Context: an optimization exercise on an open-source flow, tuned for small area, a short achievable clock period and few clock cycles. The choices shown serve that exercise and are no tape-out recipe.
RTL that was checked went through simulation tests only; none was proved equivalent to the original.
No functional check of the RTL was part of run 6.
No run shown here takes its clock network from TritonCTS; it comes from the design's own scripts or RTL.
The clock port is modelled as an ideal driver, which makes a skipped or thinned clock tree look cheaper than it is; a real chip needs a root buffer or a tree.
Power figures rest on the tool's default switching activity, not on a simulated workload.

[flow/design.v]
module btcp_rx_check (
    input  wire        clk,
    input  wire        rst,
    input  wire        in_valid,
    output wire        in_ready,
    input  wire [31:0] in_data,
    input  wire        in_last,
    input  wire [2:0]  in_nbytes,    
    output wire        res_valid,
    input  wire        res_ready,
    output wire [1:0]  res_status,   
    output wire [15:0] res_seq,
    output wire [15:0] res_ack,
    output wire [7:0]  res_flags,
    output wire [7:0]  res_win,
    output wire [15:0] res_dlen,
    output wire [15:0] res_csum,     
    output wire [15:0] res_calc,     
    output wire        res_csum_ok,
    output wire [2:0]  res_type,
    output wire [9:0]  res_plen
);
    function [15:0] crc_x32;
        input [15:0] v;
        reg   [15:0] c;
        integer k;
        begin
            c = 16'h0000;
            for (k = 15; k >= 0; k = k - 1)
                c = (c[15] ^ v[k]) ? ({c[14:0], 1'b0} ^ 16'h1021)
                                   : {c[14:0], 1'b0};
            for (k = 0; k < 16; k = k + 1)
                c = c[15] ? ({c[14:0], 1'b0} ^ 16'h1021) : {c[14:0], 1'b0};
            crc_x32 = c;
        end
    endfunction
    function [15:0] crc_x8;
        input [15:0] v;
        reg   [15:0] c;
        integer k;
        begin
            c = v;
            for (k = 0; k < 8; k = k + 1)
                c = c[15] ? ({c[14:0], 1'b0} ^ 16'h1021) : {c[14:0], 1'b0};
            crc_x8 = c;
        end
    endfunction
    function [15:0] crc_d8;
        input [15:0] v;
        reg   [15:0] c;
        integer k;
        begin
            c = v;
            for (k = 0; k < 8; k = k + 1)
                c = c[0] ? ({1'b0, c[15:1]} ^ 16'h8810) : {1'b0, c[15:1]};
            crc_d8 = c;
        end
    endfunction
    reg        rx;         
    reg        ub;         
    reg        eq;         
    reg        rv;         
    reg [1:0]  uc;         
    reg [1:0]  hp;         
    reg [7:0]  cnt;        
    reg [1:0]  plo;        
    reg        big;        
    reg [15:0] sh;         
    reg [15:0] seq_r, ack_r, dlen_r, csum_r;
    reg [7:0]  flags_r, win_r;
    reg        ok_r;
    reg [2:0]  type_r;
    reg [1:0]  status_r;
    reg        iv;
    reg [31:0] id;
    reg        il;
    reg [2:0]  inb;
    wire acc   = iv;
    wire h0    = (hp == 2'd0);
    wire nb1   = ~inb[2] & ~inb[1];
    wire nb12  = ~inb[2] & ~(inb[1] & inb[0]);
    wire nb123 = ~inb[2];
    wire [15:0] dh = id[31:16] & {{8{hp != 2'd2}}, {8{(hp != 2'd2) & ~(il & nb1)}}};
    wire [15:0] dl = id[15:0]  & {{8{~(il & nb12)}}, {8{~(il & nb123)}}};
    wire [15:0] ms = crc_x32(sh);
    wire [15:0] wd = crc_x8(dh) ^ crc_d8(dl);
    wire [7:0] cbase = h0 ? 8'hFD : cnt;
    always @(posedge clk) begin
        id  <= in_data;
        il  <= in_last;
        inb <= in_nbytes;
        if (rst) begin
            iv <= 1'b0;
            rx <= 1'b1;
            ub <= 1'b0;
            eq <= 1'b0;
            rv <= 1'b0;
            hp <= 2'd0;
        end else begin
            iv <= in_valid & rx;
            if (in_valid & rx & in_last)
                rx <= 1'b0;
            if (acc) begin
                if (il) begin
                    hp <= 2'd0;
                end else if (hp != 2'd3) begin
                    hp <= hp + 2'd1;
                end
            end
            if (acc & il) begin
                ub <= ~nb1;
                eq <= nb1;
            end else if (ub) begin
                ub <= (uc != 2'd1);
                eq <= (uc == 2'd1);
            end else begin
                eq <= 1'b0;
            end
            if (eq)
                rv <= 1'b1;
            if (rv & res_ready) begin
                rv <= 1'b0;
                rx <= 1'b1;
            end
        end
    end
    wire        e0   = acc & (hp == 2'd0);
    wire        e1   = acc & (hp == 2'd1);
    wire        e2   = acc & (hp == 2'd2);
    wire        keep = ~(acc | ub);
    wire [7:0]  cnext = cbase + {7'd0, ~il | inb[2] | inb[1]};
    always @(posedge clk) begin
        sh <= (sh & {16{keep}}) | (((ms & {16{~h0}}) ^ wd) & {16{acc}})
            | (crc_x8(sh) & {16{ub}});
        if (acc) begin
            cnt <= cnext;
            big <= ~h0 & (big | (cnt == 8'd251 & ~il));
        end
        if (acc) begin
            plo <= {~inb[1], inb[0]};
            uc  <= inb[1:0] - 2'd1;
        end else if (ub) begin
            uc  <= uc - 2'd1;
        end
        if (e0) seq_r   <= id[31:16];
        if (e0) ack_r   <= id[15:0];
        if (e1) flags_r <= id[31:24];
        if (e1) win_r   <= id[23:16];
        if (e1) dlen_r  <= id[15:0];
        if (e2) csum_r  <= id[31:16];
        ok_r <= (sh == csum_r);
        case (flags_r)
        8'h02:   type_r <= 3'd1;
        8'h10:   type_r <= 3'd2;
        8'h01:   type_r <= 3'd3;
        8'h12:   type_r <= 3'd4;
        8'h11:   type_r <= 3'd5;
        default: type_r <= ({cnt, plo} != 10'd0) ? 3'd6 : 3'd0;
        endcase
        status_r <= big                           ? 2'd2 :
                    (cnt >= 8'hFD)                ? 2'd1 :
                    (cnt == 8'd252 && plo != 2'd0) ? 2'd2 : 2'd0;
    end
    assign in_ready    = rx;
    assign res_valid   = rv;
    assign res_status  = status_r;
    assign res_seq     = seq_r;
    assign res_ack     = ack_r;
    assign res_flags   = flags_r;
    assign res_win     = win_r;
    assign res_dlen    = dlen_r;
    assign res_csum    = csum_r;
    assign res_calc    = sh;
    assign res_csum_ok = ok_r;
    assign res_type    = type_r;
    assign res_plen    = {cnt, plo};
endmodule
[flow/flow/run.sh]
#!/bin/bash
# The standard layout (standard.sh) with two changes: port buffers use
# a small buffer cell, and the CTS step is replaced by flow/cts.tcl, which
# builds a two-level clock tree (see flow/clock_tree.tcl) and then repairs
# timing as ORFS's CTS step does. Logs: standard_place.log, cts.log (and
# orfs/logs/.../4_1_cts.log), standard_finish.log, plus ORFS's own logs.
set -euo pipefail
ARGS=(BUFFER_PORTS_ARGS="-buffer_cell sky130_fd_sc_hd__buf_1")
bash standard.sh "${ARGS[@]}" place > standard_place.log 2>&1
FLOW_FLOW_DIR="$PWD/flow" bash standard.sh "${ARGS[@]}" run \
  RUN_SCRIPT="$PWD/flow/cts.tcl" RUN_LOG_NAME_STEM=4_1_cts > cts.log 2>&1
bash standard.sh "${ARGS[@]}" finish > standard_finish.log 2>&1
[flow/flow/clock_tree.tcl]
# Clock tree of two levels: the clock port drives nroot root buffers, each
# root drives nleaf leaf buffers, and each leaf drives the clock pins of a
# group of registers near it. The groups come from splitting the registers
# by position into halves, alternately by y and by x, until there are
# nroot*nleaf of them; a root serves nleaf neighbouring groups.
proc my_cts_split { sinks n } {
  set groups [list $sinks]
  set axis 1
  while {[llength $groups] < $n} {
    set ng {}
    foreach g $groups {
      set s [lsort -integer -index [expr {$axis + 1}] $g]
      set h [expr {[llength $s] / 2}]
      lappend ng [lrange $s 0 [expr {$h - 1}]] [lrange $s $h end]
    }
    set groups $ng
    set axis [expr {1 - $axis}]
  }
  return $groups
}

proc my_cts_centre { g } {
  set sx 0; set sy 0
  foreach s $g { incr sx [lindex $s 1]; incr sy [lindex $s 2] }
  return [list [expr {$sx / [llength $g]}] [expr {$sy / [llength $g]}]]
}

proc my_cts_buffer { block master name cx cy in_net out_net } {
  set inst [odb::dbInst_create $block $master $name]
  set w [[$inst getMaster] getWidth]
  set h [[$inst getMaster] getHeight]
  $inst setLocation [expr {$cx - $w / 2}] [expr {$cy - $h / 2}]
  $inst setPlacementStatus PLACED
  [$inst findITerm A] connect $in_net
  [$inst findITerm X] connect $out_net
  return $inst
}

proc my_cts_build { nroot nleaf root_cell leaf_cell } {
  set db [ord::get_db]
  set block [ord::get_db_block]
  set rmaster [$db findMaster $root_cell]
  set lmaster [$db findMaster $leaf_cell]
  set clknet [$block findNet clk]
  set sinks {}
  foreach it [$clknet getITerms] {
    set bb [[$it getInst] getBBox]
    lappend sinks [list $it [expr {([$bb xMin] + [$bb xMax]) / 2}] \
                           [expr {([$bb yMin] + [$bb yMax]) / 2}]]
  }
  puts "my_cts: [llength $sinks] clock sinks"
  set groups [my_cts_split $sinks [expr {$nroot * $nleaf}]]
  for {set r 0} {$r < $nroot} {incr r} {
    set rnet [odb::dbNet_create $block "clknet_root_$r"]
    $rnet setSigType CLOCK
    set leaves [lrange $groups [expr {$r * $nleaf}] [expr {$r * $nleaf + $nleaf - 1}]]
    set all {}
    for {set l 0} {$l < $nleaf} {incr l} {
      set g [lindex $leaves $l]
      set all [concat $all $g]
      lassign [my_cts_centre $g] cx cy
      set lnet [odb::dbNet_create $block "clknet_leaf_${r}_$l"]
      $lnet setSigType CLOCK
      foreach s $g {
        set it [lindex $s 0]
        $it disconnect
        $it connect $lnet
      }
      my_cts_buffer $block $lmaster "clkleaf_${r}_$l" $cx $cy $rnet $lnet
      puts "my_cts: leaf $r/$l at ($cx, $cy) drives [llength $g] sinks"
    }
    lassign [my_cts_centre $all] cx cy
    my_cts_buffer $block $rmaster "clkroot_$r" $cx $cy $clknet $rnet
    puts "my_cts: root $r at ($cx, $cy)"
  }
}
[flow/flow/cts.tcl]
# Replaces ORFS's CTS step (scripts/cts.tcl): the same steps, except that
# the clock tree is built by my_cts_build (clock_tree.tcl), two
# levels of buffers, instead of TritonCTS's H-tree.
utl::set_metrics_stage "cts__{}"
source $::env(SCRIPTS_DIR)/load.tcl
erase_non_stage_variables cts
load_design 3_place.odb 3_place.sdc

source $::env(FLOW_FLOW_DIR)/clock_tree.tcl
my_cts_build 4 2 sky130_fd_sc_hd__clkbuf_16 sky130_fd_sc_hd__clkbuf_16
global_connect
set_propagated_clock [all_clocks]

set_placement_padding -global \
  -left $::env(CELL_PAD_IN_SITES_DETAIL_PLACEMENT) \
  -right $::env(CELL_PAD_IN_SITES_DETAIL_PLACEMENT)
detailed_placement
estimate_parasitics -placement
report_clock_latency

repair_timing_helper
detailed_placement
check_placement -verbose

report_metrics 4 "cts final"
orfs_write_db $::env(RESULTS_DIR)/4_1_cts.odb
orfs_write_sdc $::env(RESULTS_DIR)/4_cts.sdc
[flow/standard.sh]
#!/bin/bash
# synth_recipe.tcl (not shown) runs the flow's synth.tcl, then flattens the netlist and writes it again
# the make line also repeats each setting of config.mk as NAME=value (left out here)
make -C /OpenROAD-flow-scripts/flow DESIGN_CONFIG=/design/flow/config.mk WORK_HOME=/design/flow/orfs CLKGATE_MAP_FILE= SYNTH_SCRIPT=/design/flow/synth_recipe.tcl "${@:-finish}"
[flow/config.mk]
export PLATFORM = sky130hd
export DESIGN_NAME = btcp_rx_check
export DESIGN_NICKNAME = btcp_rx_check
export VERILOG_FILES = /design/flow/design.v
export SDC_FILE = /design/flow/constraint.sdc
export NUM_CORES = 4
export LEC_CHECK = 0
export CAP_MARGIN = 20
export CORE_MARGIN = 2
export CORE_UTILIZATION = 40
export SETUP_SLACK_MARGIN = 4.0
export SLEW_MARGIN = 20
[flow/constraint.sdc]
create_clock -name core_clock -period 6.0 [get_ports {clk}]
set_input_delay 1.2000 -clock core_clock [delete_from_list [all_inputs] [get_ports {clk}]]
set_output_delay 1.2000 -clock core_clock [all_outputs]
set_load 0.01 [all_outputs]
==> results.toml, run 1 <==
[outcome]
status = "complete, no violations"

[routing]
drt_iter0_markers = 427
num_vias = 5139
viasPerCell = 5.129
route.detailed.drc = 0
drt-total-wl_um = 19350
drt_pre_antenna_iters = 5
ant_nets = 0
wl_per_cell_um = 19.32

[place]
portBuffers = 153
hpwl_um = 13040
gp_congestion = 0.8791

[critical_path]
cp_cell_sequence = "buf_1"
start_kind = "register"
crit_slowest_cell = "edfxtp_1"
critPathTopFamily = "flip-flops"
slowest_delay_ns = 0.49
cp-end-kind = "output port"
cp.buffers_inverters = 1
worstSetupPathType = "register to output port"
cp.required_ns = 4.80
cp.arrival_ns = 0.95
crit_path_max_fanout = 2

[final_layout]
fin_util = 0.5460
drive_gt1_frac = 0.3475
nets = 827
nFillCells = 1463
antenna_cells = 0
area_delta_synth_final_pct = 33.96
regArea_um2 = 4167
multiInputGateArea_um2 = 3055

[sta]
worstMarginPinSlew_ns = 0.7378
fin_tns_setup_ns = 0
finalMaxSlewViolations = 0
fin_crit_sh = 0.3590
hold_viol_final = 0
rsz0062_at_grt = "true"
finClkSkew_ns = 0.02854
setup-violations-final = 0
slew-limit-headroom = 0.5075
fmax_mhz = 464.3
whs_ns = 0.4557
post-route-min-period_ns = 2.154

[yosys]
yosysTopAreaCellShare = 0.3975
syn-num-nets = 597
synth_edf_count = 93
seq_area_frac_synth = 0.5827
syn_inst = 549
synth.area.top_cells = "edfxtp_1 (40%), dfxtp_1 (19%), xnor2_1 (9.7%)"
synthMostInstantiatedCell = "edfxtp_1"
yosys.cell_types.count = 55
ys_ff_latch = 158
syn-cell-area_um2 = 7025
syn_area_per_cell_um2 = 12.80
ys.flop_type = "edfxtp_1"
ys_warn_count = 1
synth_top_area_cell = "edfxtp_1"
synth_common_cells = "edfxtp_1 (93), xnor2_1 (78), dfxtp_1 (65)"
async_reset_ff_frac = 0

[pwr]
p_per_area_nw_per_um2 = 565.0
peakVddDrop_mv = 0.5985
p_leak_uw = 0.003710

[global_route]
grt_start_max_net_pins = 34
grt_pass1_vias = 4950
grt_overflow = 0
antenna_found_initial = 0
grt_pass1_wl_um = 28320
globalRouteTotalUtil = 0.1978

[die]
die_w_um = 136.5
ioPinCount = 154
die_y_um = 136.5
design.die.area_um2 = 18640
start_util = 0.4076
rows = 48
core_region_area_um2 = 17240

[clock_tree]
clk_latency_ns = 0.29
cts.clk_slew.worst_paths_ns = 0.10

[hold_path]
hold_path_class = "register to register"

[flow_run]
drv_cap = 0
==> flip-flops by register name, indices dropped and copies added, names as in the netlist, 2 cells and up <==
signal	cells
ack_r	16
cnt	8
csum_r	16
dlen_r	16
flags_r	8
hp	2
id	32
inb	3
plo	2
seq_r	16
sh	16
status_r	2
type_r	3
uc	2
win_r	8
==> metal layers <==
| metal | track usage | vias to the layer above | part of all wire |
|---|---|---|---|
| met2 | 0.3306 | 199 | 0.49 |
| met1 | 0.2667 | 2517 | 0.42 |
| met5 | 0 | - | 0 |
| met4 | 0.04456 | 0 | 0.024 |
| met3 | 0.03963 | 33 | 0.068 |
| li1 | - | 2390 | - |
==> layout by cell type, fill, tap and decap left out, types with 5 or more instances in the layout <==
| master | n |
|---|---|
| edfxtp_1 | 93 |
| buf_4 | 84 |
| xnor2_1 | 67 |
| clkbuf_2 | 67 |
| buf_1 | 57 |
| dfxtp_1 | 41 |
| nor2_1 | 34 |
| buf_6 | 25 |
| o21ai_0 | 24 |
| a21oi_1 | 20 |
| xor2_1 | 19 |
| nand2_1 | 19 |
| dfxtp_4 | 17 |
| a22oi_1 | 15 |
| inv_1 | 13 |
| clkbuf_16 | 12 |
| xnor2_2 | 10 |
| buf_2 | 10 |
| xnor3_1 | 9 |
| o21ai_1 | 7 |
| dfxtp_2 | 7 |
| nand3_1 | 6 |
| nand2b_1 | 6 |
| xor3_1 | 6 |
| and2_1 | 6 |
| xor2_2 | 5 |
==> what timing repair did <==
item / in CTS / in global routing
buffers inserted: 60 / 31
hold buffers: 0 / 0
gates cloned: 0 / 1
setup endpoints to repair: 166 / 159
pin swaps: 11 / 12
resized for setup: 91 / 109
==> where the power goes <==
group          internal [µW]  leakage (µW)  switching (µW)  total [µW]
Clock                    357      0.000148             310         666
Sequential              1270       0.00139             141        1410
Combinational           1940       0.00217            1300        3240
==> cell families (layout without fill, tap and decap cells) <==
logic type      count (synthesis)  in the layout  share of synthesized area
flops                         158            158                     0.5827
xor+xnor                      128            128                     0.2062
simple gates                  113            114                    0.08317
compound gates                 96             96                    0.08584
buf+inv                        45            272                    0.02636
fa+ha+maj                       8              8                    0.01425
mux                             1              1                   0.001425
==> through the flow <==
| step | power [µW] | cell area, µm² | worst slack, ns | instances |
|---|---|---|---|---|
| floorplan | 3259 | 7126 | 4.000 | 549 |
| global placement | 3609 | 7823 | 3.528 | 898 |
| detailed placement | 3616 | 7823 | 3.450 | 898 |
| global route | 5555 | 9412 | 3.783 | 1002 |
| finish | 5317 | 9412 | 3.846 | 1002 |
==> area by class of cell <==
type	count	share of cell area
multi-input combinational	347	0.3246
sequential	158	0.4427
tap	225	0.02991
buffer	12	0.03191
timing repair buffer	245	0.1648
inverter	15	0.005982
==> final timing paths <==
check                           start              end  slack (ns)  depth (start not counted)
hold / removal        rv$_SDFFE_PP0P_  rv$_SDFFE_PP0P_        0.46                          1
setup / recovery  csum_r[4]$_DFFE_PP_      res_csum[4]        3.85                          1
setup reg to reg        sh[3]$_DFF_P_   sh[12]$_DFF_P_        3.86                          8
hold reg to reg       rv$_SDFFE_PP0P_  rv$_SDFFE_PP0P_        0.46                          1
Testbench counts, summed over its fixed seeds: cycles 28,837.
==> run 2, diff against run 1 <==
--- a/flow/config.mk
+++ b/flow/config.mk
@@ -8,5 +8,5 @@
 export CAP_MARGIN = 20
 export CORE_MARGIN = 2
 export CORE_UTILIZATION = 40
-export SETUP_SLACK_MARGIN = 4.0
+export SETUP_SLACK_MARGIN = 4.2
 export SLEW_MARGIN = 20
==> results.toml, run 2 <==
[outcome]
status = "complete, no violations"

[routing]
wl_per_cell_um = 20.04
num_vias = 5232
drt-total-wl_um = 20400
route.detailed.drc = 0
ant_nets = 0
drt_pre_antenna_iters = 5
viasPerCell = 5.139
drt_iter0_markers = 405

[clock_tree]
cts.clk_slew.worst_paths_ns = 0.10
clk_latency_ns = 0.29
holdBufCountCts = 0

[final_layout]
largest_reg_flops = 32
area_delta_synth_final_pct = 39.66
drive_gt1_frac = 0.4048
mostFrequentLayoutCell = "edfxtp_1"
nets = 843
antenna_cells = 0
instances_no_fill = 1018
layout_common_cells = "edfxtp_1 (93), buf_4 (88), xnor2_1 (65)"
regMostFlops = "id"

[global_route]
grt_pass1_wl_um = 30300
grt_start_max_net_pins = 34
globalRouteTotalUtil = 0.2125
grt_overflow = 0
antenna_found_initial = 0
grt_pass1_vias = 5166

[critical_path]
start_kind = "register"
slowest_delay_ns = 0.48
reg2regPathDepth = 6
cp.required_ns = 4.80
r2r_end = "sh[0]$_DFF_P_"
cp_cell_sequence = "clkbuf_2"
cp.arrival_ns = 0.94
critPathTopFamily = "flip-flops"
r2r_setup_slack_ns = 3.95
cp-end-kind = "output port"
crit_path_max_fanout = 2
worstSetupPathType = "register to output port"
cp.buffers_inverters = 1
crit_slowest_cell = "edfxtp_1"
reg2reg_from = "sh[8]$_DFF_P_"

[sta]
finClkSkew_ns = 0.02654
fin_tns_setup_ns = 0
rsz0062_at_grt = "true"
fmax_mhz = 467.4
fin_crit_sh = 0.3566
hold_viol_final = 0
setup-violations-final = 0
whs_ns = 0.4721
worstMarginPinSlew_ns = 0.7747
finalMaxSlewViolations = 0
post-route-min-period_ns = 2.140
slew-limit-headroom = 0.4828

[hold_path]
hold_path_class = "register to register"
holdCritStartpoint = "eq$_SDFF_PP0_"
hold_depth = 2
min_to = "rv$_SDFFE_PP0P_"

[die]
start_util = 0.4076
die_y_um = 136.5
ioPinCount = 154
rows = 48
die_w_um = 136.5
core_region_area_um2 = 17240
design.die.area_um2 = 18640

[place]
hpwl_um = 13620
place_inst = 898
portBuffers = 153
gp_congestion = 0.8705

[pwr]
p_leak_uw = 0.003877
p_per_area_nw_per_um2 = 554.9
peakVddDrop_mv = 0.4883

[yosys]
syn_area_per_cell_um2 = 12.80
async_reset_ff_frac = 0
ys.flop_type = "edfxtp_1"
synth_top_area_cell = "edfxtp_1"
synthMostInstantiatedCell = "edfxtp_1"
synth_edf_count = 93
syn_inst = 549
seq_area_frac_synth = 0.5827
yosys.cell_types.count = 55
syn-num-nets = 597
ys_warn_count = 1
synth_common_cells = "edfxtp_1 (93), xnor2_1 (78), dfxtp_1 (65)"
ys_ff_latch = 158
synth.area.top_cells = "edfxtp_1 (40%), dfxtp_1 (19%), xnor2_1 (9.7%)"
syn-cell-area_um2 = 7025
yosysTopAreaCellShare = 0.3975

[flow_run]
drv_cap = 0
-- run 2: cell count changes in the layout (fill, tap and decap cells not counted), moves of 7 or more --
cell / change
buf_6: +16
buf_1: -10
nor2_1: -9
buf_2: +8
nor2_2: +7
-- run 2: worst reg2reg max path, cell delays in order (launching register included) --
cell and delay, ns:
dfxtp_4 0.39, xnor3_2 0.52, xor2_2 0.19, xnor3_1 0.41, nor2b_1 0.15, xnor2_1 0.13
o221ai_1 0.13
-- run 2: worst max path at each step --
| stage | from | to | cells after the start |
|---|---|---|---|
| 2_1_floorplan | sh[3]$_DFF_P_ | sh[12]$_DFF_P_ | 7 |
| 3_3_place_gp | il$_DFF_P_ | cnt[6]$_DFFE_PP_ | 6 |
| 3_5_place_dp | il$_DFF_P_ | cnt[6]$_DFFE_PP_ | 6 |
| 4_1_cts | csum_r[4]$_DFFE_PP_ | res_csum[4] | 1 |
| 5_1_grt | csum_r[4]$_DFFE_PP_ | res_csum[4] | 1 |
| 6_report | csum_r[4]$_DFFE_PP_ | res_csum[4] | 1 |
-- run 2: area by class of cell --
class,instances,area [µm²]
multi-input combinational,346,3184
sequential,158,4183
timing repair buffer,262,1804
buffer,12,300.3
fill,1425,7425
inverter,15,58.81
tap,225,281.5
-- run 2: per-layer routing --
layer	wire length, µm	up-vias	track usage
met4	438	0	0.04282
li1	-	2419	-
met2	10060	194	0.3594
met1	8673	2588	0.2932
met5	0	-	0
met3	1227	31	0.03000
-- run 2: stage by stage --
step,power (µW),worst slack (ns),area (µm²),util
2_1_floorplan,3348,3.995,7261,-
3_3_place_gp,3659,3.514,7913,0.4591
3_5_place_dp,3686,3.401,7915,0.4592
5_1_grt,5688,3.841,9812,0.5693
6_report,5445,3.860,9812,0.5693
-- run 2: what timing repair did --
action,CTS,global route
buffers inserted,81,27
pin swaps,25,35
gates resized for setup,137,117
setup endpoints to repair,217,135
-- run 2: power breakdown --
part	internal, µW	switching [µW]	leakage (µW)
clock	357	316	0.000148
sequential	1270	121	0.00139
combinational	1990	1390	0.00234
-- run 2: cells by family (layout without fill, tap and decap cells) --
family / Yosys count / after routing / synth area share
DFF: 158 / 158 / 0.5827
xor gates and xnor gates: 128 / 128 / 0.2062
and+or+nand+nor: 113 / 113 / 0.08317
AOI/OAI and AO/OA: 96 / 96 / 0.08584
buffers and inverters: 45 / 289 / 0.02636
adders and majority gates: 8 / 8 / 0.01425
muxes: 1 / 1 / 0.001425
==> run 3, diff against run 2 <==
--- a/flow/config.mk
+++ b/flow/config.mk
@@ -8,5 +8,5 @@
 export CAP_MARGIN = 20
 export CORE_MARGIN = 2
 export CORE_UTILIZATION = 40
-export SETUP_SLACK_MARGIN = 4.2
+export SETUP_SLACK_MARGIN = 3.7
 export SLEW_MARGIN = 20
==> results.toml, run 3 <==
[hold_path]
hold_depth = 2
hold_path_class = "register to register"

[pwr]
p_int_uw = 2909
switching_share = 0.3296
peakVddDrop_mv = 0.3463
p_switching_uw = 1430
p_leak_uw = 0.002858
seq_power_share = 0.338
p_per_area_nw_per_um2 = 531.2
p_comb_frac = 0.509
pwr-share-clk = 0.152

[clock_tree]
cts.clk_slew.worst_paths_ns = 0.09
holdBufCountCts = 0
clk_latency_ns = 0.28

[critical_path]
slowest_delay_ns = 0.57
startpoint = "sh[0]$_DFF_P_"
start_kind = "register"
cp-end-kind = "output port"
cp_cell_sequence = "buf_1"
crit_slowest_cell = "dfxtp_1"
cp.required_ns = 4.80
reg2reg_from = "sh[11]$_DFF_P_"
r2r_end = "sh[10]$_DFF_P_"
crit_end = "res_calc[0]"
cp.buffers_inverters = 1
critPathTopFamily = "flip-flops"
worstSetupPathType = "register to output port"
r2r_setup_slack_ns = 3.80
crit_path_max_fanout = 6
crit_cells = 1
cp.arrival_ns = 1.05
reg2regPathDepth = 6

[die]
ioPinCount = 154
die_y_um = 136.5
rows = 48
die_w_um = 136.5
core_region_area_um2 = 17240
design.die.area_um2 = 18640
start_util = 0.4076

[yosys]
synth.area.top_cells = "edfxtp_1 (40%), dfxtp_1 (19%), xnor2_1 (9.7%)"
yosysTopAreaCellShare = 0.3975
async_reset_ff_frac = 0
ys.flop_type = "edfxtp_1"
syn_inst = 549
synth_edf_count = 93
synthMostInstantiatedCell = "edfxtp_1"
synth_top_area_cell = "edfxtp_1"
syn-num-nets = 597
ys_warn_count = 1
syn_area_per_cell_um2 = 12.80
synth_common_cells = "edfxtp_1 (93), xnor2_1 (78), dfxtp_1 (65)"
ys_ff_latch = 158
yosys.cell_types.count = 55
seq_area_frac_synth = 0.5827
syn-cell-area_um2 = 7025

[sta]
finClkSkew_ns = 0.02073
setup-violations-final = 0
rsz0062_at_grt = "true"
post-route-min-period_ns = 2.253
worstMarginPinSlew_ns = 0.8046
finalMaxSlewViolations = 0
slew-limit-headroom = 0.4636
fin_tns_setup_ns = 0
worst_slack_ns = 3.747
fmax_mhz = 443.8
hold_viol_final = 0
fin_crit_sh = 0.3755

[final_layout]
regArea_um2 = 4113
nFillCells = 1573
multiInputGateArea_um2 = 2801
antenna_cells = 0
mostFrequentLayoutCell = "buf_1"
layout_common_cells = "buf_1 (153), edfxtp_1 (93), xnor2_1 (78)"
nets = 739
drive_gt1_frac = 0.06821
area_delta_synth_final_pct = 16.26
fin_util = 0.4739
regMostFlops = "id"
final_area_um2 = 8168
largest_reg_flops = 32

[routing]
drt_iter0_markers = 285
ant_nets = 0
route.detailed.drc = 0
wl_per_cell_um = 19.29
drt_pre_antenna_iters = 5
drt-total-wl_um = 17630
viasPerCell = 5.123
num_vias = 4682

[global_route]
antenna_found_initial = 0
grt_start_max_net_pins = 34
grt_pass1_wl_um = 26330
grt_pass1_vias = 4652
grt_overflow = 0
globalRouteTotalUtil = 0.1811

[place]
hpwl_um = 13000
dpl-instance-area_um2 = 7769
dp_slack_ns = 3.368
gp_congestion = 0.8853
portBuffers = 153

[flow_run]
drv_cap = 0

[outcome]
status = "complete, no violations"
## run 3: cell counts after synthesis
Identical to the previous run, type by type.
## run 3: stage by stage
step / power [µW] / instances / hold WS (ns)
global route: 4568 / 914 / 0.5255
finish: 4339 / 914 / 0.4858
floorplan: 3223 / 549 / 0.4358
detailed placement: 3606 / 899 / 0.4717
global placement: 3588 / 899 / 0.4704
## run 3: cell families after synthesis
logic type               share of synthesized area
AO/OA/AOI/OAI                              0.08584
XOR/XNOR                                    0.2062
adder cells (fa/ha/maj)                    0.01425
buffers and inverters                      0.02636
flip-flops                                  0.5827
multiplexers                              0.001425
AND/OR/NAND/NOR                            0.08317
## run 3: tightest hold or removal path: cells and delay by family, from the launching register on
family	cells	cell delay (ns)
flip-flops	1	0.31
AND/OR/NAND/NOR	1	0.08
AO/OA/AOI/OAI	1	0.05
## run 3: timing repair
| action | CTS | global route |
|---|---|---|
| setup endpoints to repair | 77 | 30 |
| gates resized for setup | 15 | 9 |
| setup buffers | 0 | 3 |
| pin swaps | 0 | 2 |
## run 3: routing by layer
| layer | GRT usage | share of wire | vias up |
|---|---|---|---|
| met5 | 0 | 0 | - |
| met4 | 0.02951 | 0.016 | 0 |
| met2 | 0.3108 | 0.50 | 134 |
| met1 | 0.2564 | 0.43 | 2313 |
| met3 | 0.01370 | 0.053 | 19 |
| li1 | - | - | 2216 |
## run 3: power groups by stage
stage	Combinational, µW	Clock, µW	Sequential (µW)
after floorplan	1870	0	1350
after global placement	2110	0	1480
after detailed placement	2130	0	1480
after CTS	2150	683	1460
after global routing	2370	719	1480
final	2210	661	1470
## run 3: worst min path at each step
stage	from	end
global placement	eq$_SDFF_PP0_	rv$_SDFFE_PP0P_
global route	id[27]$_DFF_P_	flags_r[3]$_DFFE_PP_
CTS	eq$_SDFF_PP0_	rv$_SDFFE_PP0P_
floorplan	big$_DFFE_PP_	status_r[0]$_SDFF_PP0_
detailed placement	eq$_SDFF_PP0_	rv$_SDFFE_PP0P_
finish	eq$_SDFF_PP0_	rv$_SDFFE_PP0P_
## run 3: layout make-up
type | instances | share of cell area
Sequential cell | 158 | 0.5035
Multi-Input combinational cell | 346 | 0.3430
Timing Repair Buffer | 158 | 0.07537
Buffer | 12 | 0.03676
Tap cell | 225 | 0.03447
Inverter | 15 | 0.006893
==> run 4, diff against run 3 <==
--- a/flow/config.mk
+++ b/flow/config.mk
@@ -8,5 +8,5 @@
 export CAP_MARGIN = 20
 export CORE_MARGIN = 2
 export CORE_UTILIZATION = 40
-export SETUP_SLACK_MARGIN = 3.7
+export SETUP_SLACK_MARGIN = 3.6
 export SLEW_MARGIN = 20
==> results.toml, run 4 <==
[outcome]
status = "complete, no violations"

[pwr]
peakVddDrop_mv = 0.3081
p_leak_uw = 0.002835
power.total_uw = 4281
p_per_area_nw_per_um2 = 527.5

[clock_tree]
post_cts_buffers = 0
clk_latency_ns = 0.28
cts.clk_slew.worst_paths_ns = 0.08
cts_resized = 5
holdBufCountCts = 0

[global_route]
grt_overflow = 0
grt_pass1_wl_um = 26340
grt_start_max_net_pins = 34
antenna_found_initial = 0
grt_pass1_vias = 4659
globalRouteTotalUtil = 0.1810

[critical_path]
crit_path_max_fanout = 9
cp.required_ns = 4.80
cp.arrival_ns = 1.16
crit_slowest_cell = "dfxtp_1"
worstSetupPathType = "register to output port"
cp-end-kind = "output port"
critPathTopFamily = "flip-flops"
cp.buffers_inverters = 1
slowest_delay_ns = 0.67
cp_cell_sequence = "buf_1"
start_kind = "register"

[final_layout]
fin_util = 0.4708
drive_gt1_frac = 0.05539
area_delta_synth_final_pct = 15.51
largest_reg_flops = 32
regMostFlops = "id"
layout_common_cells = "buf_1 (153), edfxtp_1 (93), xnor2_1 (78)"
antenna_cells = 0
nets = 736
mostFrequentLayoutCell = "buf_1"

[routing]
drt-total-wl_um = 17520
wl_per_cell_um = 19.23
ant_nets = 0
drt_iter0_markers = 302
route.detailed.drc = 0
drt_pre_antenna_iters = 4
num_vias = 4668
routed.top_layer = "met4"
wl_met2_um = 8707
m1WireLength_um = 7711
route.met3.wl_um = 823
viasPerCell = 5.124

[yosys]
syn-num-nets = 597
seq_area_frac_synth = 0.5827
synth_edf_count = 93
synth_top_area_cell = "edfxtp_1"
synth_common_cells = "edfxtp_1 (93), xnor2_1 (78), dfxtp_1 (65)"
syn_inst = 549
ys_warn_count = 1
syn_area_per_cell_um2 = 12.80
syn-cell-area_um2 = 7025
yosysTopAreaCellShare = 0.3975
async_reset_ff_frac = 0
ys_ff_latch = 158
yosys.cell_types.count = 55
synth.area.top_cells = "edfxtp_1 (40%), dfxtp_1 (19%), xnor2_1 (9.7%)"
ys.flop_type = "edfxtp_1"
synthMostInstantiatedCell = "edfxtp_1"

[die]
design.die.area_um2 = 18640
start_util = 0.4076
ioPinCount = 154
core_region_area_um2 = 17240
die_w_um = 136.5
rows = 48
die_y_um = 136.5

[sta]
fmax_mhz = 423.2
slew-limit-headroom = 0.4346
rsz0062_at_grt = "false"
finalMaxSlewViolations = 0
finClkSkew_ns = 0.02077
setup-violations-final = 0
worstMarginPinSlew_ns = 0.8469
fin_tns_setup_ns = 0
hold_viol_final = 0
fin_crit_sh = 0.3938
post-route-min-period_ns = 2.363

[place]
portBuffers = 153
hpwl_um = 13000
gp_congestion = 0.8853

[flow_run]
drv_cap = 0

[hold_path]
hold_path_class = "register to register"
## run 4: cell type report
type	count	area, µm²
Fill cell	1583	9121
Inverter	15	56.30
Sequential cell	158	4103
Timing Repair Buffer	155	589.3
Tap cell	225	281.5
Buffer	12	300.3
Multi-Input combinational cell	346	2785
## run 4: power breakdown
part / internal, µW / leakage (µW) / switching (µW)
Combinational: 1260 / 0.00130 / 899
Clock: 356 / 0.000148 / 307
Sequential: 1240 / 0.00138 / 215
## run 4: worst register-to-register path, cell delays in order (launching register included)
cell      delay (ns)
dfxtp_1         0.61
nor3b_4         0.39
inv_1           0.15
ha_1            0.27
ha_1            0.26
a311oi_1        0.29
nor2_1          0.08
## run 4: through the flow
| step | hold WS, ns | setup WS, ns | std cells | area (µm²) |
|---|---|---|---|---|
| 2_1_floorplan | 0.4358 | 3.700 | 549 | 7025 |
| 3_3_place_gp | 0.4704 | 3.481 | 899 | 7769 |
| 3_5_place_dp | 0.4717 | 3.368 | 899 | 7769 |
| 5_1_grt | 0.5255 | 3.602 | 911 | 8115 |
| 6_report | 0.4880 | 3.637 | 911 | 8115 |
## run 4: logic make-up (layout without fill, tap and decap cells)
family / Yosys count / in the layout / share of synthesized area
adder cells (fa/ha/maj): 8 / 8 / 0.01425
buffers and inverters: 45 / 182 / 0.02636
flip-flops: 158 / 158 / 0.5827
AO/OA/AOI/OAI: 96 / 96 / 0.08584
multiplexers: 1 / 1 / 0.001425
AND/OR/NAND/NOR: 113 / 113 / 0.08317
XOR/XNOR: 128 / 128 / 0.2062
## run 4: path summary, 6_finish.rpt
path / cells after the start / slack, ns / to / startpoint
max: 1 / 3.64 / res_calc[9] / sh[9]$_DFF_P_
min: 2 / 0.49 / rv$_SDFFE_PP0P_ / eq$_SDFF_PP0_
max reg2reg: 6 / 3.72 / cnt[6]$_DFFE_PP_ / il$_DFF_P_
min reg2reg: 2 / 0.49 / rv$_SDFFE_PP0P_ / eq$_SDFF_PP0_
## run 4: layer usage
| metal | GRT usage | up-vias |
|---|---|---|
| li1 | - | 2210 |
| met1 | 0.2563 | 2311 |
| met2 | 0.3106 | 128 |
| met3 | 0.01370 | 19 |
| met4 | 0.02951 | 0 |
| met5 | 0 | - |
==> run 5, diff against run 4 <==
--- a/flow/config.mk
+++ b/flow/config.mk
@@ -8,5 +8,5 @@
 export CAP_MARGIN = 20
 export CORE_MARGIN = 2
 export CORE_UTILIZATION = 40
-export SETUP_SLACK_MARGIN = 3.6
+export SETUP_SLACK_MARGIN = 3.8
 export SLEW_MARGIN = 20
==> results.toml, run 5 <==
[clock_tree]
clk_latency_ns = 0.29
cts.clk_slew.worst_paths_ns = 0.10

[final_layout]
regMostFlops = "id"
layout_common_cells = "buf_1 (152), edfxtp_1 (93), xnor2_1 (78)"
area_delta_synth_final_pct = 18.36
largest_reg_flops = 32
nets = 747
antenna_cells = 0
drive_gt1_frac = 0.09613
multiInputGateArea_um2 = 2843
regArea_um2 = 4145
nFillCells = 1531
mostFrequentLayoutCell = "buf_1"

[place]
portBuffers = 153
hpwl_um = 13390
gp_congestion = 0.8563

[pwr]
p_int_uw = 3001
p_switching_uw = 1470
p_per_area_nw_per_um2 = 537.7
seq_power_share = 0.334
switching_share = 0.3288
p_comb_frac = 0.517
p_leak_uw = 0.002908
peakVddDrop_mv = 0.2919
pwr-share-clk = 0.149

[yosys]
synthMostInstantiatedCell = "edfxtp_1"
yosysTopAreaCellShare = 0.3975
syn_inst = 549
yosys.cell_types.count = 55
syn_area_per_cell_um2 = 12.80
synth.area.top_cells = "edfxtp_1 (40%), dfxtp_1 (19%), xnor2_1 (9.7%)"
async_reset_ff_frac = 0
syn-cell-area_um2 = 7025
ys_ff_latch = 158
synth_edf_count = 93
ys_warn_count = 1
synth_top_area_cell = "edfxtp_1"
seq_area_frac_synth = 0.5827
syn-num-nets = 597
synth_common_cells = "edfxtp_1 (93), xnor2_1 (78), dfxtp_1 (65)"
ys.flop_type = "edfxtp_1"

[die]
design.die.area_um2 = 18640
start_util = 0.4076
core_region_area_um2 = 17240
die_y_um = 136.5
ioPinCount = 154
die_w_um = 136.5
rows = 48

[sta]
finClkSkew_ns = 0.02681
post-route-min-period_ns = 2.184
rsz0062_at_grt = "true"
slew-limit-headroom = 0.5147
fin_tns_setup_ns = 0
fin_crit_sh = 0.3640
fmax_mhz = 457.8
whs_ns = 0.4701
finalMaxSlewViolations = 0
setup-violations-final = 0
hold_viol_final = 0
worstMarginPinSlew_ns = 0.7280

[critical_path]
crit_slowest_cell = "dfxtp_2"
cp_cell_sequence = "buf_1"
start_kind = "register"
worstSetupPathType = "register to output port"
cp.required_ns = 4.80
crit_path_max_fanout = 6
cp.arrival_ns = 0.98
slowest_delay_ns = 0.50
cp.buffers_inverters = 1
critPathTopFamily = "flip-flops"
cp-end-kind = "output port"

[global_route]
globalRouteTotalUtil = 0.1883
grt_overflow = 0
antenna_found_initial = 0
grt_start_max_net_pins = 29
grt_pass1_wl_um = 27080
grt_pass1_vias = 4629

[routing]
wl_per_cell_um = 19.75
ant_nets = 0
drt_pre_antenna_iters = 4
route.detailed.drc = 0
drt-total-wl_um = 18210
num_vias = 4779
drt_iter0_markers = 354
viasPerCell = 5.183

[hold_path]
hold_path_class = "register to register"

[outcome]
status = "complete, no violations"

[flow_run]
drv_cap = 0
[run 5: cell counts after synthesis]
No cell type changed its count.
[run 5: repair_timing]
| item | 4_1_cts | 5_1_grt |
|---|---|---|
| hold buffers | 0 | 0 |
| cloned | 0 | 0 |
| pin swaps | 2 | 2 |
| buffers inserted | 1 | 8 |
| resized for setup | 33 | 12 |
| setup endpoints to repair | 61 | 37 |
[run 5: path summary, 6_finish.rpt]
| path | startpoint | endpoint | slack, ns | cells after the start |
|---|---|---|---|---|
| worst min-delay path | eq$_SDFF_PP0_ | rv$_SDFFE_PP0P_ | 0.47 | 2 |
| worst max-delay path | sh[10]$_DFF_P_ | res_calc[10] | 3.82 | 1 |
| worst min register to register | eq$_SDFF_PP0_ | rv$_SDFFE_PP0P_ | 0.47 | 2 |
| worst max register to register | hp[0]$_SDFFE_PP0P_ | cnt[4]$_DFFE_PP_ | 3.88 | 7 |
[run 5: logic make-up (layout without fill, tap and decap cells)]
group           count (synthesis)  in the layout  synth area share
xor+xnor                      128            128            0.2062
buf+inv                        45            193           0.02636
flops                         158            158            0.5827
mux                             1              1          0.001425
simple gates                  113            113           0.08317
compound gates                 96             96           0.08584
fa+ha+maj                       8              8           0.01425
[run 5: cell type report]
type | instances | share of cell area
flip-flops and latches | 158 | 0.4985
multi-input cells | 346 | 0.3419
repair buffers | 166 | 0.08291
plain buffers | 12 | 0.03611
well taps | 225 | 0.03385
inverters | 15 | 0.006771
[run 5: metal layers]
layer	wire length, µm	GRT usage
met4	433	0.04572
met5	0	0
met3	1096	0.02630
met1	7796	0.2589
met2	8885	0.3158
[run 5: through the flow]
stage                     worst slack [ns]  std cells    util  power, µW  instance area, µm²
final                                3.816        922  0.4824       4472                8315
after global routing                 3.752        922  0.4824       4714                8315
after detailed placement             3.263        901  0.4517       3618                7786
after global placement               3.407        901  0.4517       3566                7786
after floorplan                      3.831        549       -       3226                7037
[run 5: power groups by stage]
stage / clock network, µW / logic, µW / registers, µW
global placement: 0 / 2080 / 1480
finish: 665 / 2310 / 1490
global route: 720 / 2480 / 1510
CTS: 680 / 2250 / 1490
floorplan: 0 / 1880 / 1350
detailed placement: 0 / 2130 / 1480
==> run 6, diff against run 5 <==
--- a/flow/design.v
+++ b/flow/design.v
@@ -66,50 +66,49 @@
     reg [1:0]  plo;        
     reg        big;        
     reg [15:0] sh;         
+    reg [15:0] wr;         
+    reg        wv;         
+    reg        wf;         
+    reg        wl;         
     reg [15:0] seq_r, ack_r, dlen_r, csum_r;
     reg [7:0]  flags_r, win_r;
     reg        ok_r;
     reg [2:0]  type_r;
     reg [1:0]  status_r;
-    reg        iv;
-    reg [31:0] id;
-    reg        il;
-    reg [2:0]  inb;
-    wire acc   = iv;
+    wire acc   = in_valid & rx;
     wire h0    = (hp == 2'd0);
-    wire nb1   = ~inb[2] & ~inb[1];
-    wire nb12  = ~inb[2] & ~(inb[1] & inb[0]);
-    wire nb123 = ~inb[2];
-    wire [15:0] dh = id[31:16] & {{8{hp != 2'd2}}, {8{(hp != 2'd2) & ~(il & nb1)}}};
-    wire [15:0] dl = id[15:0]  & {{8{~(il & nb12)}}, {8{~(il & nb123)}}};
+    wire nb1   = ~in_nbytes[2] & ~in_nbytes[1];
+    wire nb12  = ~in_nbytes[2] & ~(in_nbytes[1] & in_nbytes[0]);
+    wire nb123 = ~in_nbytes[2];
+    wire [15:0] dh = in_data[31:16] & {{8{hp != 2'd2}}, {8{(hp != 2'd2) & ~(in_last & nb1)}}};
+    wire [15:0] dl = in_data[15:0]  & {{8{~(in_last & nb12)}}, {8{~(in_last & nb123)}}};
     wire [15:0] ms = crc_x32(sh);
     wire [15:0] wd = crc_x8(dh) ^ crc_d8(dl);
     wire [7:0] cbase = h0 ? 8'hFD : cnt;
     always @(posedge clk) begin
-        id  <= in_data;
-        il  <= in_last;
-        inb <= in_nbytes;
+        wr <= wd;
+        wf <= h0;
+        wl <= in_last;
         if (rst) begin
-            iv <= 1'b0;
+            wv <= 1'b0;
             rx <= 1'b1;
             ub <= 1'b0;
             eq <= 1'b0;
             rv <= 1'b0;
             hp <= 2'd0;
         end else begin
-            iv <= in_valid & rx;
-            if (in_valid & rx & in_last)
-                rx <= 1'b0;
+            wv <= acc;
             if (acc) begin
-                if (il) begin
+                if (in_last) begin
+                    rx <= 1'b0;
                     hp <= 2'd0;
                 end else if (hp != 2'd3) begin
                     hp <= hp + 2'd1;
                 end
             end
-            if (acc & il) begin
-                ub <= ~nb1;
-                eq <= nb1;
+            if (wv & wl) begin
+                ub <= (uc != 2'd0);
+                eq <= (uc == 2'd0);
             end else if (ub) begin
                 ub <= (uc != 2'd1);
                 eq <= (uc == 2'd1);
@@ -124,30 +123,30 @@
             end
         end
     end
-    wire        e0   = acc & (hp == 2'd0);
-    wire        e1   = acc & (hp == 2'd1);
-    wire        e2   = acc & (hp == 2'd2);
-    wire        keep = ~(acc | ub);
-    wire [7:0]  cnext = cbase + {7'd0, ~il | inb[2] | inb[1]};
+    wire        e0   = rx & (hp == 2'd0);
+    wire        e1   = rx & (hp == 2'd1);
+    wire        e2   = rx & (hp == 2'd2);
+    wire        keep = ~(wv | ub);
+    wire [7:0]  cnext = cbase + {7'd0, ~in_last | in_nbytes[2] | in_nbytes[1]};
     always @(posedge clk) begin
-        sh <= (sh & {16{keep}}) | (((ms & {16{~h0}}) ^ wd) & {16{acc}})
+        sh <= (sh & {16{keep}}) | (((ms & {16{~wf}}) ^ wr) & {16{wv}})
             | (crc_x8(sh) & {16{ub}});
         if (acc) begin
             cnt <= cnext;
-            big <= ~h0 & (big | (cnt == 8'd251 & ~il));
+            big <= ~h0 & (big | (cnt == 8'd251 & ~in_last));
         end
-        if (acc) begin
-            plo <= {~inb[1], inb[0]};
-            uc  <= inb[1:0] - 2'd1;
+        if (rx) begin
+            plo <= {~in_nbytes[1], in_nbytes[0]};
+            uc  <= in_nbytes[1:0] - 2'd1;
         end else if (ub) begin
             uc  <= uc - 2'd1;
         end
-        if (e0) seq_r   <= id[31:16];
-        if (e0) ack_r   <= id[15:0];
-        if (e1) flags_r <= id[31:24];
-        if (e1) win_r   <= id[23:16];
-        if (e1) dlen_r  <= id[15:0];
-        if (e2) csum_r  <= id[31:16];
+        if (e0) seq_r   <= in_data[31:16];
+        if (e0) ack_r   <= in_data[15:0];
+        if (e1) flags_r <= in_data[31:24];
+        if (e1) win_r   <= in_data[23:16];
+        if (e1) dlen_r  <= in_data[15:0];
+        if (e2) csum_r  <= in_data[31:16];
         ok_r <= (sh == csum_r);
         case (flags_r)
         8'h02:   type_r <= 3'd1;
==> results.toml, run 6 <==
[outcome]
status = "complete, no violations"

[sta]
finClkSkew_ns = 0.01493
fin_tns_setup_ns = 0
fin_crit_sh = 0.3739
hold_viol_final = 0
setup-violations-final = 0
finalMaxSlewViolations = 0
fmax_mhz = 445.8
post-route-min-period_ns = 2.243
rsz0062_at_grt = "true"
slew-limit-headroom = 0.4626
worst_slack_ns = 3.757
worstMarginPinSlew_ns = 0.8050

[pwr]
p_leak_uw = 0.002851
p_per_area_nw_per_um2 = 556.0
peakVddDrop_mv = 0.3739

[hold_path]
holdCritStartpoint = "eq$_SDFF_PP0_"
hold_depth = 2
hold_path_class = "register to register"
min_to = "rv$_SDFFE_PP0P_"

[final_layout]
nFillCells = 1493
layout_common_cells = "buf_1 (142), edfxtp_1 (93), xnor2_1 (78)"
nets = 752
area_delta_synth_final_pct = 21.11
drive_gt1_frac = 0.1327
mostFrequentLayoutCell = "buf_1"
antenna_cells = 0
final_area_um2 = 7990

[die]
die_w_um = 132.4
design.die.area_um2 = 17540
rows = 46
ioPinCount = 154
die_y_um = 132.4
start_util = 0.4123
core_region_area_um2 = 16000

[critical_path]
crit_path_max_fanout = 3
cp.arrival_ns = 2.27
start_kind = "input port"
worstSetupPathType = "input port to register"
reg2reg_from = "sh[4]$_DFF_P_"
slowest_delay_ns = 0.18
cp_cell_sequence = "buf_8 > nand2b_4 > nor2_4 > inv_4 > ha_4 > nand2_4 > nor2_4 > nand4_1 > xor2_1 > nand2b_1"
crit_slowest_cell = "ha_4"
reg2regPathDepth = 6
cp.required_ns = 6.03
cp-end-kind = "register"
r2r_setup_slack_ns = 3.88
r2r_end = "sh[6]$_DFF_P_"
critical_path.most_common_cell = "nor2_4"

[yosys]
synth-xor-area-share = 0.1997
ys.flop_type = "edfxtp_1"
synth_top_area_cell = "edfxtp_1"
syn-num-nets = 596
yosys.cell_types.count = 49
synth_simple_gate_area_frac = 0.08174
synth_common_cells = "edfxtp_1 (93), xnor2_1 (83), nor2_1 (49)"
async_reset_ff_frac = 0
synthAdderAreaFrac = 0.01707
ys_ff_latch = 140
syn_area_per_cell_um2 = 12.06
syn-cell-area_um2 = 6598
seq_area_frac_synth = 0.5659
yosysTopAreaCellShare = 0.4233
syn_inst = 547
synth_top_family_by_area = "XOR/XNOR gates"
synth.area.top_cells = "edfxtp_1 (42%), dfxtp_1 (14%), xnor2_1 (11%)"
synthMostInstantiatedCell = "edfxtp_1"
synth_compound_area_frac = 0.09406
synth_edf_count = 93
synth.area.mux_share = 0.01365
ys_warn_count = 1

[routing]
ant_nets = 0
drt_iter0_markers = 378
drt_pre_antenna_iters = 6
viasPerCell = 5.144
wl_per_cell_um = 18.72
route.detailed.drc = 0
num_vias = 4717
drt-total-wl_um = 17170

[global_route]
grt_start_max_net_pins = 33
antenna_found_initial = 0
grt_overflow = 0
globalRouteTotalUtil = 0.1886
grt_pass1_vias = 4675
grt_pass1_wl_um = 26650

[clock_tree]
clk_latency_ns = 0.28
cts.clk_slew.worst_paths_ns = 0.07

[place]
dpl-instance-area_um2 = 7365
gp_congestion = 0.8487
portBuffers = 153
dp_slack_ns = 2.804
hpwl_um = 12330

[flow_run]
drv_cap = 0
[run 6: changes by cell type after synthesis, moves of 4 or more]
cell | previous run | this run
a21oi_1 | 20 | 29
xor3_1 | 6 | 0
nor2_1 | 35 | 49
xor2_1 | 26 | 33
xnor3_1 | 12 | 8
mux2i_1 | 1 | 9
dfxtp_1 | 65 | 47
o21ai_1 | 6 | 1
a22oi_1 | 15 | 10
xnor2_1 | 78 | 83
clkbuf_1 | 20 | 16
o21ai_0 | 25 | 36
[run 6: cells by family (layout without fill, tap and decap cells)]
family / count (synthesis) / in the layout
XOR/XNOR: 130 / 130
AND/OR/NAND/NOR: 114 / 114
adder cells (fa/ha/maj): 9 / 9
AO/OA/AOI/OAI: 103 / 103
flip-flops: 140 / 140
multiplexers: 9 / 9
buffers and inverters: 42 / 196
[run 6: final cells by class]
type	count	area (µm²)	area share
timing repair buffer	171	739.5	0.09255
inverter	13	51.30	0.006420
buffer	12	300.3	0.03758
sequential	140	3767	0.4715
tap	216	270.3	0.03382
multi-input combinational	365	2861	0.3581
[run 6: worst max-delay path by stage]
stage / start / end / slack, ns / cells after the start
final: in_nbytes[2] / cnt[7]$_DFFE_PP_ / 3.76 / 10
after global routing: in_nbytes[2] / cnt[7]$_DFFE_PP_ / 3.69 / 10
after CTS: cnt[4]$_DFFE_PP_ / res_plen[6] / 3.79 / 1
after detailed placement: in_last / wr[7]$_DFF_P_ / 2.80 / 6
after global placement: in_last / wr[7]$_DFF_P_ / 2.90 / 6
after floorplan: in_nbytes[2] / cnt[4]$_DFFE_PP_ / 3.51 / 8
[run 6: per-layer routing]
layer  vias to the layer above  global-route usage  wire length, µm
li1                       2216                   -                -
met1                      2303              0.2666             7387
met2                       170              0.3189             8435
met3                        28             0.02644             1101
met4                         0             0.02389              246
met5                         -                   0                0
[run 6: what timing repair did]
item / in CTS / in global routing
pin swaps: 5 / 6
gates resized for setup: 39 / 24
buffers inserted: 8 / 8
setup endpoints to repair: 62 / 26
endpoints found under the hold margin: 0 / 0
hold buffers: 0 / 0
[run 6: critical path, delay by kind of cell]
family | cells | cell delay [ns]
XOR/XNOR | 1 | 0.17
buffers and inverters | 2 | 0.15
AND/OR/NAND/NOR | 6 | 0.58
adder cells (fa/ha/maj) | 1 | 0.18
[run 6: through the flow]
step	total power [µW]	hold slack, ns	util	cells
2_1_floorplan	3275	0.4377	-	547
3_3_place_gp	3655	0.4614	0.4603	889
3_5_place_dp	3658	0.4700	0.4603	889
5_1_grt	4698	0.5042	0.4994	917
6_report	4442	0.4811	0.4994	917
[run 6: where the power goes]
| group | leakage [µW] | internal, µW | total (µW) | switching [µW] |
|---|---|---|---|---|
| logic | 0.00143 | 1280 | 2380 | 1100 |
| clock network | 0.000148 | 356 | 647 | 291 |
| registers | 0.00127 | 1180 | 1420 | 236 |
| total | 0.00285 | 2820 | 4440 | 1630 |
==> run 7, diff against run 6 <==
--- a/flow/design.v
+++ b/flow/design.v
@@ -127,7 +127,9 @@
     wire        e1   = rx & (hp == 2'd1);
     wire        e2   = rx & (hp == 2'd2);
     wire        keep = ~(wv | ub);
-    wire [7:0]  cnext = cbase + {7'd0, ~in_last | in_nbytes[2] | in_nbytes[1]};
+    wire [7:0]  cinc  = cbase + 8'd1;
+    wire        inc   = ~in_last | in_nbytes[2] | in_nbytes[1];
+    wire [7:0]  cnext = (cinc & {8{inc}}) | (cbase & {8{~inc}});
     always @(posedge clk) begin
         sh <= (sh & {16{keep}}) | (((ms & {16{~wf}}) ^ wr) & {16{wv}})
             | (crc_x8(sh) & {16{ub}});
--- a/flow/config.mk
+++ b/flow/config.mk
@@ -7,6 +7,6 @@
 export LEC_CHECK = 0
 export CAP_MARGIN = 20
 export CORE_MARGIN = 2
-export CORE_UTILIZATION = 40
+export CORE_UTILIZATION = 50
 export SETUP_SLACK_MARGIN = 3.8
 export SLEW_MARGIN = 20
==> results.toml, run 7 <==
[global_route]
grt_pass1_vias = 4421
grt_start_max_net_pins = 23
grt_pass1_wl_um = 24500
globalRouteTotalUtil = 0.2186
antenna_found_initial = 0
grt_overflow = 0

[die]
ioPinCount = 154
core_region_area_um2 = 13090
start_util = 0.5056
design.die.area_um2 = 14170
die_y_um = 119.0
die_w_um = 119.0
rows = 42

[final_layout]
final_area_um2 = 7924
nets = 746
mostFrequentLayoutCell = "buf_1"
nFillCells = 1125
multiInputGateArea_um2 = 2885
regArea_um2 = 3757
area_delta_synth_final_pct = 19.76
layout_common_cells = "buf_1 (145), edfxtp_1 (93), xnor2_1 (75)"
drive_gt1_frac = 0.1250
fin_util = 0.6056
antenna_cells = 0

[yosys]
syn_area_per_cell_um2 = 12.16
synth.area.top_cells = "edfxtp_1 (42%), dfxtp_1 (14%), xnor2_1 (12%)"
synth_top_area_cell = "edfxtp_1"
syn_inst = 544
syn-cell-area_um2 = 6616
ys_ff_latch = 140
synthMostInstantiatedCell = "edfxtp_1"
yosys.cell_types.count = 53
seq_area_frac_synth = 0.5643
ys.flop_type = "edfxtp_1"
async_reset_ff_frac = 0
syn-num-nets = 592
synth_common_cells = "edfxtp_1 (93), xnor2_1 (87), nor2_1 (49)"
synth_edf_count = 93
yosysTopAreaCellShare = 0.4221
ys_warn_count = 1

[critical_path]
cp_cell_sequence = "buf_4 > nor2b_4 > nand2_4 > nand4_1 > o21ai_1 > or3b_4"
cp.arrival_ns = 2.29
worstSetupPathType = "input port to register"
start_kind = "input port"
crit_path_max_fanout = 7
crit_slowest_cell = "or3b_4"
r2r_setup_slack_ns = 3.88
cp.buffers_inverters = 1
slowest_delay_ns = 0.38
critPathTopFamily = "simple AND/OR/NAND/NOR gates"
cp-end-kind = "register"
cp.required_ns = 6.02

[sta]
rsz0062_at_grt = "true"
whs_ns = 0.4679
finalMaxSlewViolations = 0
fin_tns_setup_ns = 0
hold_viol_final = 0
post-route-min-period_ns = 2.275
setup-violations-final = 0
finClkSkew_ns = 0.01028
slew-limit-headroom = 0.4590
fin_crit_sh = 0.3791
worstMarginPinSlew_ns = 0.8103
fmax_mhz = 439.6

[pwr]
p_leak_uw = 0.002847
p_per_area_nw_per_um2 = 629.0
peakVddDrop_mv = 0.3857

[place]
dpl-instance-area_um2 = 7321
gp_congestion = 0.8588
hpwl_um = 11910
portBuffers = 153

[flow_run]
drv_cap = 0

[clock_tree]
cts.clk_slew.worst_paths_ns = 0.08
clk_latency_ns = 0.27
holdBufCountCts = 0

[hold_path]
hold_path_class = "register to register"

[routing]
drt-total-wl_um = 16010
drt_pre_antenna_iters = 5
wl_per_cell_um = 18.36
num_vias = 4647
viasPerCell = 5.329
ant_nets = 0
drt_iter0_markers = 323
route.detailed.drc = 0

[outcome]
status = "complete, no violations"
[run 7: tightest hold or removal path, cell delays in order, from the launching register on]
cell and delay (ns):
dfxtp_1 0.30, nor2_1 0.08, a211oi_1 0.05
[run 7: per-stage QoR]
| step | total power [µW] | setup WS, ns | cells |
|---|---|---|---|
| global placement | 4030 | 3.124 | 847 |
| floorplan | 3614 | 3.674 | 544 |
| detailed placement | 4053 | 3.082 | 847 |
| global route | 5241 | 3.657 | 872 |
| finish | 4984 | 3.725 | 872 |
[run 7: kinds of logic after synthesis]
| group | share of synthesized area |
|---|---|
| muxes | 0.01834 |
| xor gates and xnor gates | 0.2061 |
| buffers and inverters | 0.02761 |
| AOI/OAI and AO/OA | 0.08359 |
| DFF | 0.5643 |
| adders and majority gates | 0.01513 |
| and+or+nand+nor | 0.08491 |
[run 7: worst paths after layout]
| check | start | end | depth (start not counted) |
|---|---|---|---|
| setup / recovery | in_last | cnt[7]$_DFFE_PP_ | 6 |
| hold / removal | eq$_SDFF_PP0_ | rv$_SDFFE_PP0P_ | 2 |
| setup reg to reg | sh[8]$_DFF_P_ | sh[13]$_DFF_P_ | 7 |
| hold reg to reg | eq$_SDFF_PP0_ | rv$_SDFFE_PP0P_ | 2 |
[run 7: metal layers]
layer,global-route usage,share of wire,routed length [µm]
met2,0.3775,0.51,8162
met5,0,0,0
met3,0.01916,0.043,693
met1,0.3076,0.44,6980
met4,0.03571,0.011,174
[run 7: cell type report]
cell class,instances,area share
plain buffers,12,0.03790
inverters,11,0.005685
multi-input cells,365,0.3641
flip-flops and latches,140,0.4742
well taps,176,0.02779
repair buffers,168,0.09032
[run 7: what timing repair did]
item,CTS,global route
cloned,0,0
resized for setup,24,31
setup endpoints to repair,79,45
buffers inserted,10,3
pin swaps,5,3
[run 7: power breakdown]
part	leakage [µW]	internal, µW	switching, µW	total [µW]
logic	0.00143	1670	1290	2960
clock network	0.000148	355	281	637
registers	0.00127	1180	208	1390
Testbench counts of run 7, summed over its fixed seeds: cycles 28,837.
==> run 8, diff against run 7 <==
--- a/flow/config.mk
+++ b/flow/config.mk
@@ -7,6 +7,6 @@
 export LEC_CHECK = 0
 export CAP_MARGIN = 20
 export CORE_MARGIN = 2
-export CORE_UTILIZATION = 50
+export CORE_UTILIZATION = 40
 export SETUP_SLACK_MARGIN = 3.8
 export SLEW_MARGIN = 20
==> results.toml, run 8 <==
[outcome]
status = "complete, no violations"

[clock_tree]
clk_latency_ns = 0.27
cts.clk_slew.worst_paths_ns = 0.08

[critical_path]
cp-end-kind = "output port"
crit_path_max_fanout = 5
start_kind = "register"
worstSetupPathType = "register to output port"
crit_slowest_cell = "dfxtp_1"
slowest_delay_ns = 0.52
cp.buffers_inverters = 1
cp.arrival_ns = 1.00
cp.required_ns = 4.80
cp_cell_sequence = "buf_1"
r2r_setup_slack_ns = 3.85
critPathTopFamily = "flip-flops"

[sta]
hold_viol_final = 0
finalMaxSlewViolations = 0
setup-violations-final = 0
fmax_mhz = 455.1
worstMarginPinSlew_ns = 0.8531
rsz0062_at_grt = "true"
finClkSkew_ns = 0.01078
slew-limit-headroom = 0.4305
post-route-min-period_ns = 2.198
fin_crit_sh = 0.3663
fin_tns_setup_ns = 0

[global_route]
grt_pass1_vias = 4672
grt_overflow = 0
grt_pass1_wl_um = 26330
globalRouteTotalUtil = 0.1881
grt_start_max_net_pins = 23
antenna_found_initial = 0

[yosys]
synth_top_area_cell = "edfxtp_1"
syn_area_per_cell_um2 = 12.16
synth_common_cells = "edfxtp_1 (93), xnor2_1 (87), nor2_1 (49)"
seq_area_frac_synth = 0.5643
synth_edf_count = 93
synthMostInstantiatedCell = "edfxtp_1"
yosysTopAreaCellShare = 0.4221
async_reset_ff_frac = 0
syn_inst = 544
ys_warn_count = 1
syn-cell-area_um2 = 6616
yosys.cell_types.count = 53
synth.area.top_cells = "edfxtp_1 (42%), dfxtp_1 (14%), xnor2_1 (12%)"
ys_ff_latch = 140
syn-num-nets = 592
ys.flop_type = "edfxtp_1"

[hold_path]
hold_path_class = "register to register"

[pwr]
p_switching_uw = 1754
peakVddDrop_mv = 0.4029
p_leak_uw = 0.002855
p_int_uw = 3120
switching_share = 0.3599
seq_power_share = 0.290
pwr-share-clk = 0.133
p_comb_frac = 0.577
p_per_area_nw_per_um2 = 608.2

[routing]
drt-total-wl_um = 17250
drt_pre_antenna_iters = 6
drt_iter0_markers = 371
num_vias = 4679
route.detailed.drc = 0
ant_nets = 0
wl_per_cell_um = 18.77
viasPerCell = 5.091

[die]
rows = 47
die_y_um = 132.6
design.die.area_um2 = 17590
die_w_um = 132.6
core_region_area_um2 = 16350
start_util = 0.4047
ioPinCount = 154

[final_layout]
regArea_um2 = 3762
multiInputGateArea_um2 = 2894
antenna_cells = 0
layout_common_cells = "buf_1 (143), edfxtp_1 (93), xnor2_1 (79)"
mostFrequentLayoutCell = "buf_1"
nets = 749
drive_gt1_frac = 0.1288
final_area_um2 = 8013
nFillCells = 1530
area_delta_synth_final_pct = 21.10

[place]
portBuffers = 153
dpl-instance-area_um2 = 7381
gp_congestion = 0.8328
hpwl_um = 12670

[flow_run]
drv_cap = 0
run 8: cell counts after synthesis:
Identical to the previous run, type by type.
run 8: worst min-delay path, stage by stage, from the launching register on:
cell	delay, ns
dfxtp_1	0.31
nor2_1	0.08
a211oi_1	0.05
run 8: power by group through the flow:
stage	Clock [µW]	Combinational [µW]	Sequential (µW)
2_1_floorplan	0	2320	1300
3_5_place_dp	0	2640	1400
5_1_grt	693	3010	1430
3_3_place_gp	0	2610	1400
6_report	646	2810	1420
4_1_cts	658	2740	1400
run 8: repair_timing:
| item | in CTS | in global routing |
|---|---|---|
| buffers inserted | 3 | 12 |
| hold buffers | 0 | 0 |
| gates cloned | 0 | 0 |
| pin swaps | 3 | 6 |
| resized for setup | 29 | 32 |
| setup endpoints to repair | 78 | 45 |
run 8: path summary, 6_finish.rpt:
check,from,to,depth (start not counted)
worst max register to register,sh[12]$_DFF_P_,sh[13]$_DFF_P_,7
worst min-delay path,eq$_SDFF_PP0_,rv$_SDFFE_PP0P_,2
worst min register to register,eq$_SDFF_PP0_,rv$_SDFFE_PP0P_,2
worst max-delay path,sh[6]$_DFF_P_,res_calc[6],1
run 8: final cells by class:
| type | count | area share |
|---|---|---|
| buffer | 12 | 0.03748 |
| sequential | 140 | 0.4696 |
| timing repair buffer | 171 | 0.09229 |
| multi-input combinational | 365 | 0.3612 |
| inverter | 11 | 0.005153 |
| tap | 220 | 0.03435 |
run 8: kinds of logic after synthesis:
kind of cell / after synthesis / synth area share
AOI/OAI and AO/OA: 90 / 0.08359
xor gates and xnor gates: 133 / 0.2061
adders and majority gates: 8 / 0.01513
buffers and inverters: 39 / 0.02761
DFF: 140 / 0.5643
muxes: 12 / 0.01834
and+or+nand+nor: 122 / 0.08491
run 8: per-stage QoR:
stage / total power (µW) / instances / hold slack, ns / util / setup slack [ns]
6_report: 4873 / 919 / 0.4824 / 0.4901 / 3.802
3_5_place_dp: 4047 / 892 / 0.4683 / 0.4515 / 3.096
3_3_place_gp: 4006 / 892 / 0.4667 / 0.4515 / 3.143
5_1_grt: 5136 / 919 / 0.5086 / 0.4901 / 3.752
2_1_floorplan: 3614 / 544 / 0.4362 / - / 3.674
run 8: per-layer routing:
metal	vias up	wire length (µm)	share of wire	global-route usage
met1	2300	7761	0.45	0.2664
met3	21	716	0.042	0.01686
met4	0	259	0.015	0.03345
li1	2211	-	-	-
met2	147	8511	0.49	0.3204
met5	-	0	0	0

[afterwards: timing with drivers on the ports]
Ports are ideal in the flow. The routed layouts listed here were re-timed in OpenROAD. Step 1 assumes that a clkbuf_16 drives the clock port and a buf_2 every other input. Step 2 times the ports against the registers' clock, not the clock port: input delays grow and output delays shrink by t, the midpoint of the rising clock arrivals with the driver on. Slacks: no drivers / after step 1 / after step 2; pairs: no drivers / after step 1.
| run | t (ns) | setup slack, ns | worst hold slack (ns) | slew at the worst register clock pin (ns) | worst slew at a driven data input, ns |
|---|---|---|---|---|---|
| run 1 | 0.366 | 3.846 / 3.758 / 3.861 | 0.456 / 0.456 / 0.456 | 0.10 / 0.10 | 0.05 |
| run 2 | 0.364 | 3.860 / 3.773 / 3.948 | 0.472 / 0.472 / 0.472 | 0.10 / 0.10 | 0.04 |
| run 3 | 0.356 | 3.747 / 3.663 / 3.798 | 0.486 / 0.486 / 0.486 | 0.09 / 0.09 | 0.04 |
| run 4 | 0.356 | 3.637 / 3.553 / 3.723 | 0.488 / 0.488 / 0.488 | 0.09 / 0.09 | 0.04 |
| run 5 | 0.359 | 3.816 / 3.730 / 3.875 | 0.470 / 0.470 / 0.470 | 0.10 / 0.10 | 0.04 |
| run 6 | 0.356 | 3.757 / 3.749 / 3.448 | 0.481 / 0.481 / 0.481 | 0.08 / 0.08 | 0.05 |
| run 7 | 0.350 | 3.725 / 3.723 / 3.439 | 0.468 / 0.468 / 0.468 | 0.08 / 0.08 | 0.03 |
| run 8 | 0.356 | 3.802 / 3.715 / 3.501 | 0.482 / 0.482 / 0.482 | 0.08 / 0.08 | 0.06 |
After both steps setup and hold are still met in every run listed. The setup slack of run 6, which loses most, moves by -0.008 ns with the drivers and by -0.309 ns with both steps.
